From an optimization exercise on the open Yosys and OpenROAD flow, aimed at small area; shortcuts taken in it are not production practice. Function was checked by simulation only, so behaviour that the tests miss may differ from the original. Power is estimated from default activity; no workload was simulated.

$ cat design/flow/design.v
module srvmux (
    input  wire        clk,
    input  wire        rst,           
    input  wire        tick,
    input  wire        cmd_valid,
    input  wire [47:0] cmd,
    output reg         resp_valid,
    output reg  [39:0] resp,
    output wire        servo_out,
    output wire [3:0]  addr,
    output wire        step_out,
    output reg         ev_step_fire,
    output reg         ev_step_wrap,
    output reg         ev_div,
    output reg         ev_mux,
    output reg         ev_wdt
);
    localparam [31:0] MIN_PULSE      = 32'd600;
    localparam [31:0] MAX_PULSE_EXCL = 32'd2400;
    localparam [15:0] PW_RESET       = 16'd1500;
    localparam [31:0] MIN_DELAY      = 32'd17;
    localparam [31:0] EARLY          = 32'd10000;
    localparam [7:0]  DIV_T1         = 8'd10;
    localparam [7:0]  DIV_T2         = 8'd25;
    localparam [7:0]  DIV_T3         = 8'd4;
    localparam [15:0] DIV_PERIOD     = 16'd1000;
    localparam        P_STOP_DISABLES_DIVIDER = 1'b1;
    localparam [7:0] ST_OK      = 8'h00;
    localparam [7:0] ST_ILLEGAL = 8'h01;
    localparam [7:0] ST_RANGE   = 8'h02;
    localparam [7:0] ST_STATE   = 8'h03;
    localparam [31:0] TWO16 = 32'h0001_0000;
    reg [255:0] pw;           
    reg [3:0]   idx;
    reg [15:0]  period;
    reg [15:0]  pulse;
    reg [15:0]  scnt;
    reg [15:0]  tcnt;
    reg [15:0]  ocr_s;
    reg [31:0]  rem;
    reg         step_en;
    reg         deferred;
    reg         in_step;
    reg [15:0]  ocr_d;
    reg         div_en;
    reg [7:0]   cnt_ms;
    reg [7:0]   cnt_10ms;
    reg [7:0]   cnt_250ms;
    reg         f10ms;
    reg         f250ms;
    reg         f1s;
    assign servo_out = (scnt < pulse);
    assign addr      = idx;
    assign step_out  = in_step;
    wire [7:0]  op  = cmd[47:40];
    wire [7:0]  sel = cmd[39:32];
    wire [31:0] imm = cmd[31:0];
    reg [31:0] reg_value;
    always @(*) begin
        reg_value = 32'd0;
        if (sel < 8'h10) begin
            reg_value = {16'd0, pw[sel[3:0]*16 +: 16]};
        end else begin
            case (sel)
                8'h10: reg_value = {28'd0, idx};
                8'h11: reg_value = {16'd0, period};
                8'h12: reg_value = {16'd0, pulse};
                8'h13: reg_value = {16'd0, scnt};
                8'h14: reg_value = {16'd0, tcnt};
                8'h15: reg_value = {16'd0, ocr_s};
                8'h16: reg_value = rem;
                8'h17: reg_value = {29'd0, in_step, deferred, step_en};
                8'h18: reg_value = {16'd0, ocr_d};
                8'h19: reg_value = {31'd0, div_en};
                8'h1A: reg_value = {24'd0, cnt_ms};
                8'h1B: reg_value = {24'd0, cnt_10ms};
                8'h1C: reg_value = {24'd0, cnt_250ms};
                8'h1D: reg_value = {29'd0, f1s, f250ms, f10ms};
                8'h1E: reg_value = {24'd0, idx, 2'b00, step_out, servo_out};
                default: reg_value = 32'd0;
            endcase
        end
    end
    reg [255:0] n_pw;
    reg [3:0]   n_idx;
    reg [15:0]  n_period;
    reg [15:0]  n_pulse;
    reg [15:0]  n_scnt;
    reg [15:0]  n_tcnt;
    reg [15:0]  n_ocr_s;
    reg [31:0]  n_rem;
    reg         n_step_en;
    reg         n_deferred;
    reg         n_in_step;
    reg [15:0]  n_ocr_d;
    reg         n_div_en;
    reg [7:0]   n_cnt_ms;
    reg [7:0]   n_cnt_10ms;
    reg [7:0]   n_cnt_250ms;
    reg         n_f10ms;
    reg         n_f250ms;
    reg         n_f1s;
    reg [7:0]   r_status;
    reg [31:0]  r_data;
    reg         e_fire, e_wrap, e_div, e_mux;
    reg [31:0]  d_clamped;
    reg [15:0]  base;
    reg [31:0]  r;
    reg [15:0]  v;
    always @(*) begin
        n_pw        = pw;
        n_idx       = idx;
        n_period    = period;
        n_pulse     = pulse;
        n_scnt      = scnt;
        n_tcnt      = tcnt;
        n_ocr_s     = ocr_s;
        n_rem       = rem;
        n_step_en   = step_en;
        n_deferred  = deferred;
        n_in_step   = in_step;
        n_ocr_d     = ocr_d;
        n_div_en    = div_en;
        n_cnt_ms    = cnt_ms;
        n_cnt_10ms  = cnt_10ms;
        n_cnt_250ms = cnt_250ms;
        n_f10ms     = f10ms;
        n_f250ms    = f250ms;
        n_f1s       = f1s;
        r_status  = ST_OK;
        r_data    = 32'd0;
        e_fire    = 1'b0;
        e_wrap    = 1'b0;
        e_div     = 1'b0;
        e_mux     = 1'b0;
        d_clamped = 32'd0;
        base      = 16'd0;
        r         = 32'd0;
        v         = 16'd0;
        if (cmd_valid) begin
            case (op)
                8'h01: begin  
                    if (sel >= 8'd16 || imm < MIN_PULSE || imm >= MAX_PULSE_EXCL)
                        r_status = ST_RANGE;
                    else
                        n_pw[sel[3:0]*16 +: 16] = imm[15:0];
                end
                8'h02: begin  
                    if (imm != 32'd0)
                        r_status = ST_ILLEGAL;
                    else if (sel >= 8'd16)
                        r_status = ST_RANGE;
                    else
                        r_data = {16'd0, pw[sel[3:0]*16 +: 16]};
                end
                8'h03: begin  
                    if (sel != 8'd0) begin
                        r_status = ST_ILLEGAL;
                    end else begin
                        n_div_en  = 1'b1;
                        n_step_en = 1'b0;
                        if (imm == 32'd0) begin
                            n_rem      = 32'd0;
                            n_deferred = 1'b0;
                        end else begin
                            d_clamped = (imm < MIN_DELAY) ? MIN_DELAY : imm;
                            base      = (rem == 32'd0) ? tcnt : ocr_s;
                            if (d_clamped < TWO16) begin
                                n_ocr_s = base + d_clamped[15:0];
                                n_rem   = d_clamped;
                            end else if (d_clamped < TWO16 + EARLY) begin
                                n_ocr_s = base - EARLY[15:0];
                                n_rem   = d_clamped + EARLY;
                            end else begin
                                n_ocr_s = base;
                                n_rem   = d_clamped;
                            end
                            n_deferred = 1'b1;
                        end
                    end
                end
                8'h04: begin  
                    if (sel != 8'd0 || imm != 32'd0) begin
                        r_status = ST_ILLEGAL;
                    end else begin
                        n_step_en  = 1'b0;
                        n_deferred = 1'b0;
                        if (P_STOP_DISABLES_DIVIDER)
                            n_div_en = 1'b0;
                    end
                end
                8'h05: begin  
                    if (imm != 32'd0)
                        r_status = ST_ILLEGAL;
                    else if (sel > 8'd2)
                        r_status = ST_RANGE;
                    else if (sel == 8'd0) begin
                        r_data  = {31'd0, f10ms};
                        n_f10ms = 1'b0;
                    end else if (sel == 8'd1) begin
                        r_data   = {31'd0, f250ms};
                        n_f250ms = 1'b0;
                    end else begin
                        r_data = {31'd0, f1s};
                        n_f1s  = 1'b0;
                    end
                end
                8'h06: begin  
                    if (imm != 32'd0)
                        r_status = ST_ILLEGAL;
                    else if (sel > 8'h1E)
                        r_status = ST_RANGE;
                    else
                        r_data = reg_value;
                end
                8'h07: begin  
                    if (sel != 8'd0 || imm != 32'd0) begin
                        r_status = ST_ILLEGAL;
                    end else if (!in_step) begin
                        r_status = ST_STATE;
                    end else begin
                        n_in_step = 1'b0;
                        if (deferred) begin
                            n_step_en  = 1'b1;
                            n_deferred = 1'b0;
                        end
                    end
                end
                default: r_status = ST_ILLEGAL;
            endcase
        end
        if (tick) begin
            n_tcnt = n_tcnt + 16'd1;
            if (n_deferred && !n_in_step) begin
                n_step_en  = 1'b1;
                n_deferred = 1'b0;
            end
            if (n_step_en && n_tcnt == n_ocr_s) begin
                if (n_rem < TWO16) begin
                    n_in_step  = 1'b1;
                    n_step_en  = 1'b0;
                    n_deferred = 1'b0;
                    e_fire     = 1'b1;
                end else begin
                    r = n_rem - TWO16;
                    if (r < TWO16) begin
                        n_ocr_s = n_ocr_s + r[15:0];
                        n_rem   = r;
                    end else if (r < TWO16 + EARLY) begin
                        n_ocr_s = n_ocr_s - EARLY[15:0];
                        n_rem   = r + EARLY;
                    end else begin
                        n_rem   = r;
                    end
                    e_wrap = 1'b1;
                end
            end
            if (n_div_en && n_tcnt == n_ocr_d) begin
                n_ocr_d  = n_ocr_d + DIV_PERIOD;
                n_cnt_ms = n_cnt_ms + 8'd1;
                if (n_cnt_ms >= DIV_T1) begin
                    n_cnt_ms   = n_cnt_ms - DIV_T1;
                    n_f10ms    = 1'b1;
                    n_cnt_10ms = n_cnt_10ms + 8'd1;
                    if (n_cnt_10ms >= DIV_T2) begin
                        n_cnt_10ms  = n_cnt_10ms - DIV_T2;
                        n_f250ms    = 1'b1;
                        n_cnt_250ms = n_cnt_250ms + 8'd1;
                        if (n_cnt_250ms >= DIV_T3) begin
                            n_cnt_250ms = n_cnt_250ms - DIV_T3;
                            n_f1s       = 1'b1;
                        end
                    end
                end
                e_div = 1'b1;
            end
            n_scnt = n_scnt + 16'd1;
            if (n_scnt == n_period) begin
                n_scnt   = 16'd0;
                n_idx    = n_idx + 4'd1;
                v        = n_pw[n_idx*16 +: 16];
                n_period = v + 16'd1;
                n_pulse  = v;
                e_mux    = 1'b1;
            end
        end
    end
    always @(posedge clk) begin
        if (rst) begin
            pw           <= {16{PW_RESET}};
            idx          <= 4'd0;
            period       <= PW_RESET + 16'd1;
            pulse        <= PW_RESET;
            scnt         <= 16'd0;
            tcnt         <= 16'd0;
            ocr_s        <= 16'd0;
            rem          <= 32'd0;
            step_en      <= 1'b0;
            deferred     <= 1'b0;
            in_step      <= 1'b0;
            ocr_d        <= DIV_PERIOD;
            div_en       <= 1'b1;
            cnt_ms       <= 8'd0;
            cnt_10ms     <= 8'd0;
            cnt_250ms    <= 8'd0;
            f10ms        <= 1'b0;
            f250ms       <= 1'b0;
            f1s          <= 1'b0;
            resp_valid   <= 1'b0;
            resp         <= 40'd0;
            ev_step_fire <= 1'b0;
            ev_step_wrap <= 1'b0;
            ev_div       <= 1'b0;
            ev_mux       <= 1'b0;
            ev_wdt       <= 1'b0;
        end else begin
            pw           <= n_pw;
            idx          <= n_idx;
            period       <= n_period;
            pulse        <= n_pulse;
            scnt         <= n_scnt;
            tcnt         <= n_tcnt;
            ocr_s        <= n_ocr_s;
            rem          <= n_rem;
            step_en      <= n_step_en;
            deferred     <= n_deferred;
            in_step      <= n_in_step;
            ocr_d        <= n_ocr_d;
            div_en       <= n_div_en;
            cnt_ms       <= n_cnt_ms;
            cnt_10ms     <= n_cnt_10ms;
            cnt_250ms    <= n_cnt_250ms;
            f10ms        <= n_f10ms;
            f250ms       <= n_f250ms;
            f1s          <= n_f1s;
            resp_valid   <= cmd_valid;
            if (cmd_valid)
                resp     <= {r_status, r_data};
            ev_step_fire <= e_fire;
            ev_step_wrap <= e_wrap;
            ev_div       <= e_div;
            ev_mux       <= e_mux;
            ev_wdt       <= e_mux | e_div;
        end
    end
endmodule
$ cat design/flow/config.mk
export PLATFORM = sky130hd
export DESIGN_NAME = srvmux
export DESIGN_NICKNAME = srvmux
export VERILOG_FILES = /design/flow/design.v
export SDC_FILE = /design/flow/constraint.sdc
export NUM_CORES = 4
export LEC_CHECK = 0
export CAP_MARGIN = 20
export CELL_PAD_IN_SITES_DETAIL_PLACEMENT = 1
export CELL_PAD_IN_SITES_GLOBAL_PLACEMENT = 2
export CORE_MARGIN = 2
export CORE_UTILIZATION = 35
export PLACE_DENSITY = 0.5
export SLEW_MARGIN = 20
$ cat design/flow/run.sh
#!/bin/bash
# synth_recipe.tcl (not shown) runs the flow's synth.tcl, then flattens the netlist and writes it again
# the make line also repeats each setting of config.mk as NAME=value (left out here)
make -C /OpenROAD-flow-scripts/flow DESIGN_CONFIG=/design/flow/config.mk WORK_HOME=/design/flow/orfs CLKGATE_MAP_FILE= SYNTH_SCRIPT=/design/flow/synth_recipe.tcl finish
$ cat design/flow/constraint.sdc
create_clock -name core_clock -period 12.0 [get_ports {clk}]
set_input_delay 2.4000 -clock core_clock [delete_from_list [all_inputs] [get_ports {clk}]]
set_output_delay 2.4000 -clock core_clock [all_outputs]
set_load 0.01 [all_outputs]
==> impl_metrics.json <==
{
  "crit_fanout": 16,
  "cts_resized": 0,
  "fmax_ghz": 0.107,
  "path_cells": "clkdlybuf4s50_1 > nor4_1 > and4_1 > and4_1 > nand2_1 > nand2b_1 > ha_1 > inv_1 > fa_1 > nor2b_1 > o31a_1 > o21a_1 > o21ai_0 > o311ai_0 > nor2_1 > or3b_2 > or4_1 > or4_1 > or4_1 > a21oi_1",
  "place_hpwl_um": 112000,
  "ys_async_sr_fraction": 0,
  "grt_overflow_total": 0,
  "power.switching_uw": 914,
  "wire_per_inst_um": 31.8,
  "cts_tree": "yes",
  "status": "complete, no violations",
  "syn_inst": 3739,
  "crit_top_cell": "or4_1",
  "grt_max_degree": 135,
  "timing.final.crit_share": 0.782,
  "swShare": 0.259,
  "power.share.sequential": 0.430,
  "fillers": 10187,
  "portBuffers": 97,
  "min_period_ns": 9.38,
  "row_count": 109,
  "postCtsSetupRepairBufs": 0,
  "dieArea_sq_um": 91400,
  "cts_sinks": 456,
  "synth_largest_area_cell": "dfxtp_1",
  "crit_path_start_kind": "input pin",
  "grt_pass1_vias": 32013,
  "crit_type": "input pin to flip-flop",
  "slowest_delay_ns": 0.88,
  "grt_use_total": 0.333,
  "area_growth_pct": 12.7,
  "irDropWorstVdd_uv": 111,
  "drv_slew": 0,
  "critPathLaunch": "cmd[26]",
  "cell_internal_pwr_mw": 2.62,
  "yosysWarnings": 1,
  "synthFlopType": "dfxtp_1",
  "fin_skew_ns": 0.0334,
  "fin_nets": 3789,
  "design.core.area_sq_um": 88200,
  "die_h_um": 302,
  "synth_cell_types": 105,
  "power_frac_comb": 0.061,
  "p_per_area_nw_per_um2": 101,
  "drive_gt1_frac": 0.112,
  "setup_violations": 0,
  "cts_htree_levels": 2,
  "start_util": 0.353,
  "avgSynthCellArea_sq_um": 8.33,
  "worst_pin_slew_ns": 1.22,
  "io_pins": 104,
  "cts-root-buf": "clkbuf_16",
  "ys_seq_area_frac": 0.293,
  "crit_required_ns": 12.57,
  "slowest_stage": "o311ai_0",
  "synth-edff-count": 0,
  "cts.clk_slew.worst_paths_ns": 0.06,
  "grt_pass1_wl_um": 225000,
  "dr.pass1.iters": 5,
  "gp_congestion": 0.954,
  "ys_top_cells_by_area": "dfxtp_1, mux4_2, nand2_1",
  "maxSlewHeadroom": 0.174,
  "cts_buffers": 56,
  "hp-class": "flip-flop to flip-flop",
  "tns_ns": 0,
  "drt-total-wl_um": 155000,
  "dp.cells": 4768,
  "grt_setup_unrepaired": "false",
  "hold_violations": 0,
  "crit_path_end": "rem[13]",
  "clkLatencyLatePin_ns": 0.68,
  "drt_iter0_drc": 2862,
  "vias_per_cell": 6.50,
  "final_cell_count_no_fill": 4871,
  "reg2reg_slack_ns": 4.27,
  "p_clk_frac": 0.509,
  "syn_area_sq_um": 31100,
  "r2r_start": "rem[27]",
  "p_leak_nw": 13.5,
  "reg2reg_to": "rem[13]",
  "postRouteAntennaNets": 0,
  "drc": 0,
  "antenna_found_initial": 7,
  "cp-end-kind": "flip-flop",
  "die_w_um": 302,
  "crit_arrival_ns": 9.95,
  "ys_ff_latch": 456,
  "vias": 31680,
  "r2r_cells": 15,
  "netlist.area_leader.share": 0.293,
  "maxCapViolCount": 0,
  "cts_hold_buf": 0,
  "clk_path_buf_depth": 3
}
## how the worst min path moves through the flow
stage | start | to | slack (ns) | cells past startpoint
after detailed placement | resp[2] | resp[2] | 0.46 | 2
after CTS | resp[5] | resp[5] | 0.47 | 2
after floorplan | pw[101] | pw[101] | 0.44 | 2
after global placement | pw[101] | pw[101] | 0.45 | 2
final | resp[5] | resp[5] | 0.47 | 2
after global routing | pw[53] | pw[53] | 0.50 | 2
## cells by family after synthesis
group | count (synthesis) | share of synthesized area
compound gates | 914 | 0.216
flops | 456 | 0.293
mux | 254 | 0.120
xor+xnor | 182 | 0.0545
fa+ha+maj | 76 | 0.0310
buf+inv | 439 | 0.0548
other cells | 1 | 0.000120
simple gates | 1417 | 0.230
## synthesized netlist by cell type, drive strengths merged, types with 16 or more instances
| cell type | number |
|---|---|
| nand4 | 60 |
| and2 | 69 |
| o31ai | 30 |
| ha | 74 |
| a31oi | 20 |
| or2 | 20 |
| a221oi | 56 |
| a21o | 34 |
| nor2b | 29 |
| nor3 | 96 |
| dfxtp | 456 |
| inv | 89 |
| o21ai | 95 |
| xor2 | 73 |
| o211ai | 46 |
| o211a | 16 |
| and3 | 111 |
| mux4 | 91 |
| buf | 55 |
| nand2b | 25 |
| a21oi | 179 |
| clkbuf | 292 |
| a22o | 27 |
| a32oi | 18 |
| mux2 | 36 |
| nor3b | 16 |
| xnor2 | 102 |
| o21a | 16 |
| o22ai | 17 |
| nor2 | 323 |
| a2111oi | 17 |
| a22oi | 103 |
| or3 | 37 |
| a221o | 39 |
| nand3 | 112 |
| nand2 | 368 |
| and4 | 22 |
| o311ai | 18 |
| or4 | 27 |
| nor4 | 56 |
| a211oi | 30 |
| mux2i | 127 |
## critical path: cells and delay by family
family                   cells  cell delay, ns
AO/OA/AOI/OAI                5            1.66
buffers and inverters        2            0.57
adder cells (fa/ha/maj)      2            0.59
AND/OR/NAND/NOR             11            4.71
## layout by cell type (no fill, tap or decap), drive strengths merged, types with 73 or more instances in the layout
master | synthesis | layout
clkdlybuf4s50 | 0 | 91
o21ai | 95 | 95
mux4 | 91 | 91
nand2 | 368 | 368
a22oi | 103 | 103
dfxtp | 456 | 456
nor3 | 96 | 96
buf | 55 | 115
xnor2 | 102 | 102
clkbuf | 292 | 84
a21oi | 179 | 179
and3 | 111 | 111
xor2 | 73 | 73
nor2 | 323 | 323
ha | 74 | 74
mux2i | 127 | 127
nand3 | 112 | 112
inv | 89 | 91
## final cells by class
| type | count | area (sq um) | share of cell area |
|---|---|---|---|
| diodes | 1 | 2.50 | 0.0000713 |
| repair buffers | 206 | 1790 | 0.0510 |
| clock buffers | 84 | 1630 | 0.0463 |
| inverters | 92 | 350 | 0.00998 |
| well taps | 1165 | 1460 | 0.0415 |
| multi-input cells | 2849 | 20500 | 0.583 |
| flip-flops and latches | 456 | 9130 | 0.260 |
| clock inverters | 18 | 270 | 0.00770 |
## sequential cells by signal, summed over array words and instances, names as in the netlist, 4 cells and up
signal	cells
ocr_d	13
idx	4
pulse	16
ocr_s	16
cnt_10ms	8
rem	32
tcnt	16
resp	34
cnt_250ms	8
cnt_ms	8
scnt	16
period	16
pw	256
## per-stage QoR
| stage | power [mW] | worst slack [ns] | hold WS [ns] | util | instance area (sq um) |
|---|---|---|---|---|---|
| 2_1_floorplan | 1.67 | 3.25 | 0.439 | - | 31200 |
| 3_3_place_gp | 1.76 | 2.17 | 0.452 | 0.376 | 33200 |
| 3_5_place_dp | 1.76 | 2.05 | 0.462 | 0.376 | 33200 |
| 4_1_cts | 3.57 | 2.73 | 0.473 | 0.398 | 35100 |
| 5_1_grt | 3.63 | 2.12 | 0.500 | 0.398 | 35100 |
| 6_report | 3.53 | 2.62 | 0.467 | 0.398 | 35100 |
## power groups by stage
stage                     Sequential (mW)  Clock [mW]  Combinational, mW
after global placement               1.55           0              0.209
final                                1.52        1.80              0.215
after detailed placement             1.55           0              0.211
after floorplan                      1.55           0              0.121
after global routing                 1.52        1.89              0.226
after CTS                            1.52        1.84              0.212
## routing by layer
metal / track usage / wire length, um / up-vias
li1: - / - / 13858
met1: 0.435 / 65300 / 16163
met2: 0.535 / 70100 / 1274
met3: 0.0564 / 11000 / 375
met4: 0.158 / 8310 / 10
met5: 0 / 63 / -

-- separate check: timing with driven ports --
Ports are ideal in the flow. The routed layout listed here was re-timed in OpenROAD.
Step 1: set_driving_cell puts a clkbuf_16 on clk and a buf_2 on each other input, an assumption about the parent block.
Step 2 also shifts input and output timing later by t, the mid clock arrival at the registers, as if the neighbouring blocks saw the same clock.
Slacks: ideal ports / drivers / drivers and shift; pairs: ideal ports / drivers.
t (ns): 0.732
setup WS [ns]: 2.621 / 2.667 / 1.935
hold slack, ns: 0.467 / 0.467 / 0.467
worst data-port slew with drivers (ns): 0.15
After both steps this run still meets setup and hold. The setup slack of this run moves by +0.046 ns with the drivers and by -0.686 ns with both steps.
